Source: an optimization exercise on an open RTL-to-GDS flow (aim: small area, a short achievable clock period and few clock cycles). Production flows keep margins and buffers that such runs may drop.
In this exercise RTL edits were held to simulation tests only and were not proved equivalent to the original.
Power and IR drop assume default switching activity.

==> v18: inputs <==
==> flow/design.v (excerpt) <==
module kc_core (
    input  wire        clk,
    input  wire        rst,
    input  wire        in_valid,
    output wire        in_ready,
    input  wire [1:0]  in_op,
    input  wire        in_wheel,
    input  wire [31:0] in_data,
    output wire [15:0] kp,
    output wire [15:0] ki,
    output wire [15:0] kd,
    output wire [23:0] setpoint_l,
    output wire [23:0] setpoint_r,
    output wire [31:0] speed_inst_l,
    output wire [31:0] speed_inst_r,
    output wire [31:0] speed_avg_l,
    output wire [31:0] speed_avg_r,
    output wire [31:0] integ_l,
    output wire [31:0] integ_r,
    output wire [31:0] prev_err_l,
    output wire [31:0] prev_err_r,
    output wire [15:0] duty_l,
    output wire [15:0] duty_r
);
==> flow/config.mk <==
export PLATFORM = sky130hd
export DESIGN_NAME = kc_core
export DESIGN_NICKNAME = kc_core
export VERILOG_FILES = /design/flow/design.v
export SDC_FILE = /design/flow/constraint.sdc
export NUM_CORES = 4
export LEC_CHECK = 0
export CAP_MARGIN = 20
export CORE_MARGIN = 2
export CORE_UTILIZATION = 40
export PLACE_DENSITY = 0.6
export SETUP_SLACK_MARGIN = 5
export SLEW_MARGIN = 20
==> flow/constraint.sdc <==
create_clock -name core_clock -period 12.0 [get_ports {clk}]
set_input_delay 2.4000 -clock core_clock [delete_from_list [all_inputs] [get_ports {clk}]]
set_output_delay 2.4000 -clock core_clock [all_outputs]
set_load 0.01 [all_outputs]
standard.sh (not shown) runs the stock make flow with config.mk's settings and CLKGATE_MAP_FILE= SYNTH_SCRIPT=/design/flow/synth_recipe.tcl, a recipe that flattens the netlist after the stock synthesis.
==> flow/flow/run.sh <==
#!/bin/bash
set -euo pipefail
bash standard.sh SETUP_SLACK_MARGIN=7 finish > make_finish.log 2>&1
==> v26: changes against v18 <==
--- a/flow/design.v
+++ b/flow/design.v
@@ -68,17 +68,17 @@
     reg [31:0] integ0, integ1;
     reg [24:0] perr0, perr1;
     reg [13:0] duty0, duty1;
     reg [30:0] lim_q;
     reg [28:0] dt_q;           
     reg [30:0] d3_q;           
     reg [28:0] rem_q;          
     reg [1:0]  nb_q;           
-    reg [1:0]  dig0_q;         
+    reg        first_q;        
     reg [1:0]  a9_q;           
     reg [3:0]  rho_q;          
     reg [3:0]  rho1_q, rho2_q; 
     reg [19:0] qa_q, qap_q;    
     reg [24:0] e_q;            
     reg [31:0] i_q;            
     reg        ex_q;           
     reg        pw_q;           
@@ -93,71 +93,77 @@
     kc_div u_div (
         .r_in  (rem_q),
         .d     (dt_q),
         .d3    (d3_q),
         .nb    (nb_q),
         .r_out (div_r),
         .q     (div_q)
     );
-    wire [31:0] ne_sh = N_EST >> (5'd14 - {cnt, 1'b0});    
+    wire [31:0] ne_sh = N_EST >> {cnt - 4'd1, 1'b0};       
     wire [31:0] nl_sh = N_LIM >> (5'd28 - {cnt, 1'b0});    
     wire        dt_gt500 = !in_data[31] && (in_data[30:0] > 31'd500);
     wire        dt_big   = in_data[30] | in_data[29];
     wire [28:0] dt_n     = !dt_gt500 ? 29'd2500 : dt_big ? 29'h1fffffff : in_data[28:0];
-    wire        dt_le625 = dt_gt500 && (in_data[30:0] <= 31'd625);
-    wire        dt_le1250 = dt_gt500 && (in_data[30:0] <= 31'd1250);
-    wire        dt_le1667 = dt_gt500 && (in_data[30:0] <= 31'd1667);
-    wire [1:0]  dig0_n   = dt_le625 ? 2'd2 : dt_le1250 ? 2'd1 : 2'd0;
-    wire [10:0] r0_1     = 11'd1250 - in_data[10:0];
-    wire [10:0] r0_2     = 11'd1250 - {in_data[9:0], 1'b0};
-    wire [10:0] r0_n     = dt_le625 ? r0_2 : dt_le1250 ? r0_1 : 11'd1250;
-    wire [12:0] d3_s     = {2'd0, in_data[10:0]} + {1'd0, in_data[10:0], 1'b0};
-    wire [30:0] d3_n     = dt_le1667 ? {18'd0, d3_s} : 31'h7fffffff;
+    wire        le1250   = dt_gt500 && (in_data[30:0] <= 31'd1666);
+    wire        le5000   = !dt_gt500 || (in_data[30:0] <= 31'd6666);
+    wire [3:0]  p_n      = le1250 ? 4'd9 : le5000 ? 4'd8 : 4'd7;
+    wire [31:0] r0_n     = le1250 ? 32'd312 : le5000 ? 32'd1250 : 32'd5000;
+    wire [1:0]  nb0_n    = le1250 ? N_EST[19:18] : le5000 ? N_EST[17:16] : N_EST[15:14];
     wire [23:0] avg9_0 = {avg0, 3'd0} + {4'd0, avg0};
     wire [23:0] avg9_1 = {avg1, 3'd0} + {4'd0, avg1};
     wire [23:0] avg9_w = w ? avg9_1 : avg9_0;
-    wire [23:0] a9_sh  = avg9_w >> (5'd14 - {cnt, 1'b0});
+    wire [23:0] a9_sh  = avg9_w >> {cnt - 4'd1, 1'b0};
     function [6:0] dstep;      
         input [3:0] r;
         input [2:0] x;
         reg   [5:0] t;
         begin
             t = {r, 2'b00} + {3'd0, x};
             if (t >= 6'd40)      dstep = {3'd4, t[3:0] - 4'd8};
             else if (t >= 6'd30) dstep = {3'd3, t[3:0] - 4'd14};
             else if (t >= 6'd20) dstep = {3'd2, t[3:0] - 4'd4};
             else if (t >= 6'd10) dstep = {3'd1, t[3:0] - 4'd10};
             else                 dstep = {3'd0, t[3:0]};
         end
     endfunction
-    wire [6:0] f00 = dstep(avg9_0[23:20], {1'b0, avg9_0[19:18]} + 3'd0);
-    wire [6:0] f01 = dstep(avg9_0[23:20], {1'b0, avg9_0[19:18]} + 3'd1);
-    wire [6:0] f02 = dstep(avg9_0[23:20], {1'b0, avg9_0[19:18]} + 3'd2);
-    wire [6:0] f10 = dstep(avg9_1[23:20], {1'b0, avg9_1[19:18]} + 3'd0);
-    wire [6:0] f11 = dstep(avg9_1[23:20], {1'b0, avg9_1[19:18]} + 3'd1);
-    wire [6:0] f12 = dstep(avg9_1[23:20], {1'b0, avg9_1[19:18]} + 3'd2);
-    wire [6:0] fw0 = in_wheel ? f10 : f00;
-    wire [6:0] fw1 = in_wheel ? f11 : f01;
-    wire [6:0] fw2 = in_wheel ? f12 : f02;
-    wire [6:0] f_n = dt_le625 ? fw2 : dt_le1250 ? fw1 : fw0;
-    wire [1:0] a9f = in_wheel ? avg9_1[17:16] : avg9_0[17:16];
+    function [13:0] skip;
+        input [13:0] st;
+        input [1:0]  a9b;
+        reg   [6:0]  ds_;
+        begin
+            ds_  = dstep(st[3:0], {1'b0, a9b});
+            skip = {st[11:4], 2'b00, ds_[3:0]} + {7'd0, ds_[6:4], 4'd0};
+        end
+    endfunction
+    wire [13:0] s09 = {10'd0, avg9_0[23:20]};
+    wire [13:0] s08 = skip(s09, avg9_0[19:18]);
+    wire [13:0] s07 = skip(s08, avg9_0[17:16]);
+    wire [13:0] s19 = {10'd0, avg9_1[23:20]};
+    wire [13:0] s18 = skip(s19, avg9_1[19:18]);
+    wire [13:0] s17 = skip(s18, avg9_1[17:16]);
+    wire [13:0] sw9 = in_wheel ? s19 : s09;
+    wire [13:0] sw8 = in_wheel ? s18 : s08;
+    wire [13:0] sw7 = in_wheel ? s17 : s07;
+    wire [23:0] a9i = in_wheel ? avg9_1 : avg9_0;
+    wire [13:0] st_n = le1250 ? sw9 : le5000 ? sw8 : sw7;
+    wire [1:0]  a9f  = le1250 ? a9i[19:18] : le5000 ? a9i[17:16] : a9i[15:14];
     wire [6:0] ds0 = dstep(rho_q, {1'b0, a9_q} + 3'd0);
     wire [6:0] ds1 = dstep(rho_q, {1'b0, a9_q} + 3'd1);
     wire [6:0] ds2 = dstep(rho_q, {1'b0, a9_q} + 3'd2);
     wire [6:0] ds3 = dstep(rho_q, {1'b0, a9_q} + 3'd3);
     wire [6:0] ds  = (div_q == 2'd0) ? ds0 : (div_q == 2'd1) ? ds1 :
                      (div_q == 2'd2) ? ds2 : ds3;
     wire [2:0] yv  = ds[6:4];
     wire [19:0] qa_n  = yv[2] ? {qap_q[17:0], 2'd0} : {qa_q[17:0], yv[1:0]};
     wire [19:0] qap_n = yv[2] ? {qap_q[17:0], 2'd1} :
                         (yv[1:0] == 2'd3) ? {qap_q[17:0], 2'd0} :
                         {qa_q[17:0], yv[1:0] + 2'd1};
     wire [19:0] inst_w  = w ? inst1 : inst0;
-    wire [19:0] inst_nx = (cnt == 4'd0) ? {16'd0, dig0_q, div_q} : {inst_w[17:0], div_q};
+    wire [19:0] inst_nx = first_q ? {18'd0, div_q} : {inst_w[17:0], div_q};
     wire [15:0] kp_sh = kp_q >> (5'd12 - {cnt, 2'b00});
     wire [6:0] k1a = dstep(rho1_q, {1'b0, kp_sh[3:2]});
     wire [6:0] k2a = dstep(rho2_q, {1'b0, k1a[5:4]});
     wire [6:0] k1b = dstep(k1a[3:0], {1'b0, kp_sh[1:0]});
     wire [6:0] k2b = dstep(k2a[3:0], {1'b0, k1b[5:4]});
     wire [12:0] ki_nx = {ki_q[8:0], k1a[5:4], k1b[5:4]};
     wire [9:0]  kd_nx = {kd_q[5:0], k2a[5:4], k2b[5:4]};
     wire        ex      = ex_q;
@@ -165,18 +171,26 @@
     wire [19:0] avg_x   = ex ? avg1 : avg0;
     wire [31:0] integ_x = ex ? integ1 : integ0;
     wire [24:0] e_n     = {1'b0, sp_x} - {5'd0, avg_x};
     wire        pw      = pw_q;
     wire [24:0] perr_p  = pw ? perr1 : perr0;
     wire [33:0] i_x     = {{2{i_q[31]}}, i_q};
     wire [33:0] e_x     = {{9{e_q[24]}}, e_q};
     wire [33:0] isum    = i_x + e_x;
-    wire [33:0] gt_v    = i_x + e_x + {3'b111, ~lim_q};      
-    wire [33:0] lt_v    = i_x + e_x + {3'd0, lim_q};         
+    wire [33:0] lm1     = {3'b111, ~lim_q};
+    wire [33:0] lp0     = {3'd0, lim_q};
+    wire [33:0] gx      = i_x ^ e_x ^ lm1;
+    wire [33:0] gy      = {(i_x[32:0] & e_x[32:0]) | (i_x[32:0] & lm1[32:0]) |
+                           (e_x[32:0] & lm1[32:0]), 1'b0};
+    wire [33:0] lx      = i_x ^ e_x ^ lp0;
+    wire [33:0] ly      = {(i_x[32:0] & e_x[32:0]) | (i_x[32:0] & lp0[32:0]) |
+                           (e_x[32:0] & lp0[32:0]), 1'b0};
+    wire [33:0] gt_v    = gx + gy;
+    wire [33:0] lt_v    = lx + ly;
     wire [31:0] lim_ng  = -{1'b0, lim_q};
     wire [31:0] integ_n = !gt_v[33] ? {1'b0, lim_q} : lt_v[33] ? lim_ng : isum[31:0];
     wire [25:0] derr    = {e_q[24], e_q} - {perr_p[24], perr_p};
     wire [3:0]  gsel = (state == S_MUL) ? cnt_n : 4'd0;
     wire [16:0] kp_x = {kp_q, 1'b0} >> {gsel, 2'b00};
     wire [16:0] ki_x = {3'd0, ki_q, 1'b0} >> {gsel, 2'b00};
     wire [16:0] kd_x = {6'd0, kd_q, 1'b0} >> {gsel, 2'b00};
     function [5:0] booth2;
@@ -786,18 +800,24 @@
     wire [34:0] kp15e = kp_q[15] ? {{10{opE[24]}}, opE} : 35'd0;
     wire [34:0] fa_a  = {2'd0, S_q};
     wire [34:0] fa_b  = {2'd0, C_q};
     wire [34:0] fx    = fa_a ^ fa_b ^ kp15e;
     wire [34:0] fy    = {(fa_a[33:0] & fa_b[33:0]) | (fa_a[33:0] & kp15e[33:0]) |
                          (fa_b[33:0] & kp15e[33:0]), cy_q};
     localparam [34:0] C_LO = 35'd0 - T_OFF - 35'd800;
     localparam [34:0] C_HI = 35'd0 - T_OFF - 35'd10000;
-    wire [34:0] h_lo  = fx + fy + C_LO;           
-    wire [34:0] h_hi  = fx + fy + C_HI;           
+    wire [34:0] hlx   = fx ^ fy ^ C_LO;
+    wire [34:0] hly   = {(fx[33:0] & fy[33:0]) | (fx[33:0] & C_LO[33:0]) |
+                         (fy[33:0] & C_LO[33:0]), 1'b0};
+    wire [34:0] hhx   = fx ^ fy ^ C_HI;
+    wire [34:0] hhy   = {(fx[33:0] & fy[33:0]) | (fx[33:0] & C_HI[33:0]) |
+                         (fy[33:0] & C_HI[33:0]), 1'b0};
+    wire [34:0] h_lo  = hlx + hly;                
+    wire [34:0] h_hi  = hhx + hhy;                
     wire [13:0] h_bits = fx[13:0] + fy[13:0] - T_OFF[13:0];
     wire [13:0] duty_n = h_lo[34]  ? 14'd800 :
                          !h_hi[34] ? 14'd9999 : h_bits;
     always @(posedge clk) begin
         e_q  <= e_n;
         i_q  <= integ_x;
         bp_q <= bp_n;
         bi_q <= bi_n;
@@ -824,27 +844,28 @@
             perr1  <= 25'd0;
             duty0  <= 14'd0;
             duty1  <= 14'd0;
             lim_q  <= 31'd6553600;
         end else begin
             case (state)
                 S_IDLE: begin
                     dt_q   <= dt_n;
-                    d3_q   <= d3_n;
-                    rem_q  <= {18'd0, r0_n};
-                    nb_q   <= N_EST[17:16];
-                    dig0_q <= dig0_n;
+                    d3_q   <= 31'h7fffffff;      
+                    rem_q  <= r0_n[28:0];
+                    nb_q   <= nb0_n;
+                    first_q <= 1'b1;
                     a9_q   <= a9f;
-                    rho_q  <= f_n[3:0];
-                    qa_q   <= {17'd0, f_n[6:4]};
-                    qap_q  <= {17'd0, f_n[6:4]} + 20'd1;
+                    rho_q  <= st_n[3:0];
+                    qa_q   <= {10'd0, st_n[13:4]};
+                    qap_q  <= {10'd0, st_n[13:4]} + 20'd1;
                     rho1_q <= 4'd0;
                     rho2_q <= 4'd0;
                     cnt    <= 4'd0;
+                    if (in_valid && in_op == OP_EST) cnt <= p_n;
                     if (in_valid) begin
                         case (in_op)
                             OP_EST: begin
                                 w     <= in_wheel;
                                 state <= S_EST;
                             end
                             OP_TICK: begin
                                 w     <= 1'b1;
@@ -858,27 +879,28 @@
                             OP_SET_SP: begin
                                 if (in_wheel) sp1 <= in_data[23:0];
                                 else          sp0 <= in_data[23:0];
                             end
                         endcase
                     end
                 end
                 S_EST: begin
-                    cnt   <= cnt_n;
+                    cnt   <= cnt - 4'd1;
+                    first_q <= 1'b0;
                     d3_q  <= {2'd0, dt_q} + {1'd0, dt_q, 1'b0};
                     rem_q <= div_r;
                     nb_q  <= ne_sh[1:0];
                     a9_q  <= a9_sh[1:0];
                     rho_q <= ds[3:0];
                     qa_q  <= qa_n;
                     qap_q <= qap_n;
                     if (w) inst1 <= inst_nx;
                     else   inst0 <= inst_nx;
-                    if (cnt == 4'd8) begin
+                    if (cnt == 4'd0) begin
                         if (w) avg1 <= qa_n;
                         else   avg0 <= qa_n;
                         state <= S_IDLE;
                     end
                 end
                 S_KI: begin
                     cnt    <= cnt_n;
                     rho1_q <= k1b[3:0];
==> flow/config.mk (replaced) <==
export PLATFORM = sky130hd
export DESIGN_NAME = kc_core
export DESIGN_NICKNAME = kc_core
export VERILOG_FILES = /design/flow/design.v
export SDC_FILE = /design/flow/constraint.sdc
export NUM_CORES = 4
export LEC_CHECK = 0
export CAP_MARGIN = 20
export CORE_MARGIN = 2
export CORE_UTILIZATION = 40
export CTS_CLUSTER_DIAMETER = 60
export CTS_CLUSTER_SIZE = 30
export PLACE_DENSITY = 0.6
export SETUP_SLACK_MARGIN = 5
export SLEW_MARGIN = 20
==> run notes <==
- Of v26 and v18, v18 has the higher total power (gap 16%, measured against v18).
- Core utilization: v26 is lower than v18 (0.44 points).
- Against v18, the die area of v26 is lower by 0.58%.
- Routed wire length: v18 is lower than v26 (about 0.36%).
- Of v26 and v18, v18 has the higher cell count (gap about 0.7%, measured against v18).
- Against v18, the fmax of v26 is larger by about 5%.
- Of v26 and v18, v18 has the higher sequential power (gap about 5%, measured against v18).
- Hold slack: v26 is better than v18 (0.0040 ns).
- Final area: v26 is smaller than v18 (about 1.3%).
Testbench counts of v18, summed over its fixed seeds: cycles 33,706.
Testbench counts of v26, summed over its fixed seeds: cycles 32,125.

## static timing again, ports no longer ideal
How much do the figures lean on ideal ports? The routed layouts below were timed once more, with nothing changed but the port constraints. Step 1: set_driving_cell puts a clkbuf_16 on clk and a buf_2 on each other input, an assumption about the parent block. Step 2, shift: input delay + t, output delay - t, t = (earliest + latest rising clock arrival at the registers) / 2. This alone moves slack from input paths to output paths. a / b / c = ideal / step 1 / step 2; a / b = the first two.
run | shift t [ns] | setup WS [ns] | worst register clock-pin slew, ns | worst data-port slew with drivers (ns) | pins driven straight from the clock port
v18 | 0.780 | 6.337 / 6.337 / 6.337 | 0.07 / 0.07 | 0.13 | 1
v26 | 0.789 | 6.596 / 6.642 / 5.853 | 0.08 / 0.08 | 0.16 | 1
After both steps setup and hold are still met in every run listed. The setup slack of v26, which loses most, moves by +0.046 ns with the drivers and by -0.743 ns with both steps.
